This design comes from an exercise in tuning for small area, a short achievable clock period and few clock cycles per item on the open sky130 flow, not from production work. Where RTL was checked, it was by simulation tests only, not by an equivalence proof against the original.

the previous run:
## bm_select
module bm_select (
    input  wire        clk,
    input  wire        rst,
    input  wire [11:0] cfg_dmin,
    input  wire [31:0] cfg_tex,
    input  wire [31:0] cfg_uniq,
    input  wire        cfg_sp,
    input  wire        s_valid,
    output wire        s_ready,
    input  wire [32:0] s_cost,
    input  wire        s_eval,
    input  wire        s_last,
    input  wire [32:0] s_text,
    output wire        m_valid,
    input  wire        m_ready,
    output wire [15:0] m_disp
);
For scale: roughly 170 I/O pins.
clock: 12.0 ns
lec_check: 0
cap_margin: 20
core_margin: 2
core_utilization: 40
slew_margin: 20
standard.sh (not shown) runs the stock make flow with config.mk's settings and CLKGATE_MAP_FILE= SYNTH_SCRIPT=/design/flow/synth_recipe.tcl, a recipe that flattens the netlist after the stock synthesis.
==> flow/flow/run.sh <==
#!/bin/bash
# Standard layout, with the post-placement and post-CTS/GRT timing repair asked
# to reach a larger setup slack than the default.
set -euo pipefail
bash standard.sh SETUP_SLACK_MARGIN=8 finish > standard_flow.log 2>&1
Testbench counts of the previous run, summed over its fixed seeds: cycles 53,011, pixels 1,280.
> inputs changed (the previous run -> the current run)
-- flow/design.v --
<<< the previous run, line 39
    reg  [2:0]  dn;          
    reg  [4:0]  q;
    reg  [32:0] V;           
    reg         rs;          
    reg  [39:0] acc;
>>> the current run, line 39
    reg  [2:0]  dn;          
    reg  [4:0]  q;
    reg  [31:0] U;           
    reg         uq_r;        
    reg         uok;         
    reg         rs;          
    reg  [39:0] acc;
<<< the previous run, line 48
    reg  [11:0] dmin_r;
    reg         sp_r;
    reg         t_ok;
    assign s_ready = srdy;
    assign m_valid = mv;
>>> the current run, line 50
    reg  [11:0] dmin_r;
    reg         sp_r;
    reg         t_gt, t_eq, t_ge;
    assign s_ready = srdy;
    assign m_valid = mv;
<<< the previous run, line 60
                r = (~a[i] & b[i]) | (~a[i] & r) | (b[i] & r);
            lt33 = r;
        end
    endfunction
>>> the current run, line 62
                r = (~a[i] & b[i]) | (~a[i] & r) | (b[i] & r);
            lt33 = r;
        end
    endfunction
    function automatic ltt(input [32:0] a, input [32:0] b);
        integer i, w;
        reg [32:0] l, e;
        begin
            l = ~a & b;
            e = ~(a ^ b);
            for (w = 1; w < 33; w = w * 2)
                for (i = 0; i + w < 33; i = i + 2 * w) begin
                    l[i] = l[i + w] | (e[i + w] & l[i]);
                    e[i] = e[i + w] & e[i];
                end
            ltt = l[0];
        end
    endfunction
<<< the previous run, line 74
    wire mdone   = !rs && !mact;
    wire ddone   = (dst == 3'd0) && !ds;
    wire bg_done = (!found || !hasF || mdone) && (!dvo || ddone);
    wire fin     = pend && bg_done && !mv;
    reg  [5:0] k_n;
>>> the current run, line 90
    wire mdone   = !rs && !mact;
    wire ddone   = (dst == 3'd0) && !ds;
    wire bg_done = (!found || !hasF || uok) && (!dvo || ddone);
    wire fin     = pend && bg_done && !mv;
    reg  [5:0] k_n;
<<< the previous run, line 82
    reg  [2:0] dn_n;
    reg        mact_n;
    wire [33:0] Vx    = {1'b0, V};
    wire [4:0] mstart = V[32]           ? 5'd16 :
>>> the current run, line 98
    reg  [2:0] dn_n;
    reg        mact_n;
    wire [32:0] V     = {1'b0, U} + 33'd100;
    wire [33:0] Vx    = {1'b0, V};
    wire [4:0] mstart = V[32]           ? 5'd16 :
<<< the previous run, line 134
        end
    end
    wire mdone_n   = !rs_n && !mact_n;
    wire bg_done_n = (!found_n || !hasF_n || mdone_n) && (!dvo_n || (dst_n == 3'd0 && !ds_n));
    wire srdy_n    = !(fire && s_last) && (!pend_n || (bg_done_n && !mv_n));
    wire [4:0]  mi_n = rs ? mstart : mi - 5'd1;
>>> the current run, line 151
        end
    end
    wire f_we      = proc && (nb ? (fnd && (d2 || (aok && (!hasF || a_lt_f)))) : fupd);
    wire uok_n     = !f_we && !rs && !mact;
    wire bg_done_n = (!found_n || !hasF_n || uok_n) && (!dvo_n || (dst_n == 3'd0 && !ds_n));
    wire srdy_n    = !(fire && s_last) && (!pend_n || (bg_done_n && !mv_n));
    wire [4:0]  mi_n = rs ? mstart : mi - 5'd1;
<<< the previous run, line 149
    wire        qb    = dsum[35];
    wire [40:0] usum   = {2'b0, F, 6'd0} + {3'b0, F, 5'd0} + {6'b0, F, 2'd0} + {1'b0, ~acc};
    wire        uq     = !hasF || (!sat && usum[40]);
    wire        tex_ok = t_ok;
    wire        pre_ok = found && tex_ok;
    wire [5:0]  qm     = {1'b0, q} - 6'd15;
>>> the current run, line 167
    wire        qb    = dsum[35];
    wire [40:0] usum   = {2'b0, F, 6'd0} + {3'b0, F, 5'd0} + {6'b0, F, 2'd0} + {1'b0, ~acc};
    wire        uq     = !hasF || (!sat && uq_r);
    wire        tex_ok = t_gt || (t_eq && t_ge);
    wire        pre_ok = found && tex_ok;
    wire [5:0]  qm     = {1'b0, q} - 6'd15;
<<< the previous run, line 175
            rs    <= 1'b0;
            mact  <= 1'b0;
        end else begin
            v_r   <= fire;
>>> the current run, line 193
            rs    <= 1'b0;
            mact  <= 1'b0;
            uok   <= 1'b0;
        end else begin
            v_r   <= fire;
<<< the previous run, line 192
            rs    <= rs_n;
            mact  <= mact_n;
        end
    end
    always @(posedge clk) begin
        if (fin)
            disp <= (pre_ok && uq) ? val_ok : val_bad;
>>> the current run, line 211
            rs    <= rs_n;
            mact  <= mact_n;
            uok   <= uok_n;
        end
    end
    always @(posedge clk) begin
        uq_r <= usum[40];
        if (fin)
            disp <= (pre_ok && uq) ? val_ok : val_bad;
<<< the previous run, line 220
        if (ds)
            q <= {q[3:0], qb};
        if (fire) begin
            c_r    <= s_cost;
            e_r    <= s_eval;
            l_r    <= s_last;
            V      <= {1'b0, cfg_uniq} + 33'd100;
            dmin_r <= cfg_dmin;
            sp_r   <= cfg_sp;
            t_ok   <= !lt33(s_text, {1'b0, cfg_tex});
        end
        if (proc) begin
>>> the current run, line 241
        if (ds)
            q <= {q[3:0], qb};
        c_r <= s_cost;
        e_r <= s_eval;
        l_r <= s_last;
        if (fire) begin
            U      <= cfg_uniq;
            dmin_r <= cfg_dmin;
            sp_r   <= cfg_sp;
            t_gt   <= ltt({17'd0, cfg_tex[31:16]}, {16'd0, s_text[32:16]});
            t_eq   <= s_text[32:16] == {1'b0, cfg_tex[31:16]};
            t_ge   <= !ltt({17'd0, s_text[15:0]}, {17'd0, cfg_tex[15:0]});
        end
        if (proc) begin
==> run notes <==
- Every stage of the flow completed for the current run, and the final layout passed the timing, design-rule and antenna checks.
- Relative to the previous run, cell area after technology mapping increased by 0.42% in the current run.
- A[32] as the capture point of the worst path was reported by the current run, and disp[9] by the previous run.
- The current run against the previous run: width of the die held, TritonCTS buffer count went up 1.
- Compared with the previous run, the current run ends up with less cell area.
- The current run vs the previous run on global-route usage over all layers: the current run is the lower one.
- The previous run → the current run: core box area went up about 1.3%, instance count along the most critical hold path held steady.
Only the layout flow was run in the current run; the RTL was not checked for function there.

separate check: timing with driven ports:
The results above use ideal ports. As a check the final layouts listed here were re-extracted and re-timed, cells and wires unchanged.
Step 1 (the two cells are an assumption about what drives the block):
set clk [get_ports {clk}]
set_driving_cell -lib_cell sky130_fd_sc_hd__clkbuf_16 $clk
set_driving_cell -lib_cell sky130_fd_sc_hd__buf_2 [delete_from_list [all_inputs] $clk]
Step 2 adds t to the input delays and takes it off the output delays; t is the mean of the earliest and latest rising clock arrival at the registers after step 1. Input paths then give back, and output paths get back, about the clock's delay inside the block.
Three values: ideal ports, drivers, drivers and shift; two values: the first two.
| run | shift t [ns] | setup slack, ns | hold slack, ns | worst setup path at the end | cell pins on the clock port's net |
|---|---|---|---|---|---|
| the previous run | 0.643 | 7.524 / 7.524 / 7.365 | 0.471 / 0.471 / 0.471 | input to register | 1 |
| the current run | 0.627 | 8.065 / 8.065 / 7.518 | 0.478 / 0.478 / 0.478 | input to register | 1 |
After both steps setup and hold are still met in every run listed. The setup slack of the current run, which loses most, moves by 0.000 ns with the drivers and by -0.547 ns with both steps.
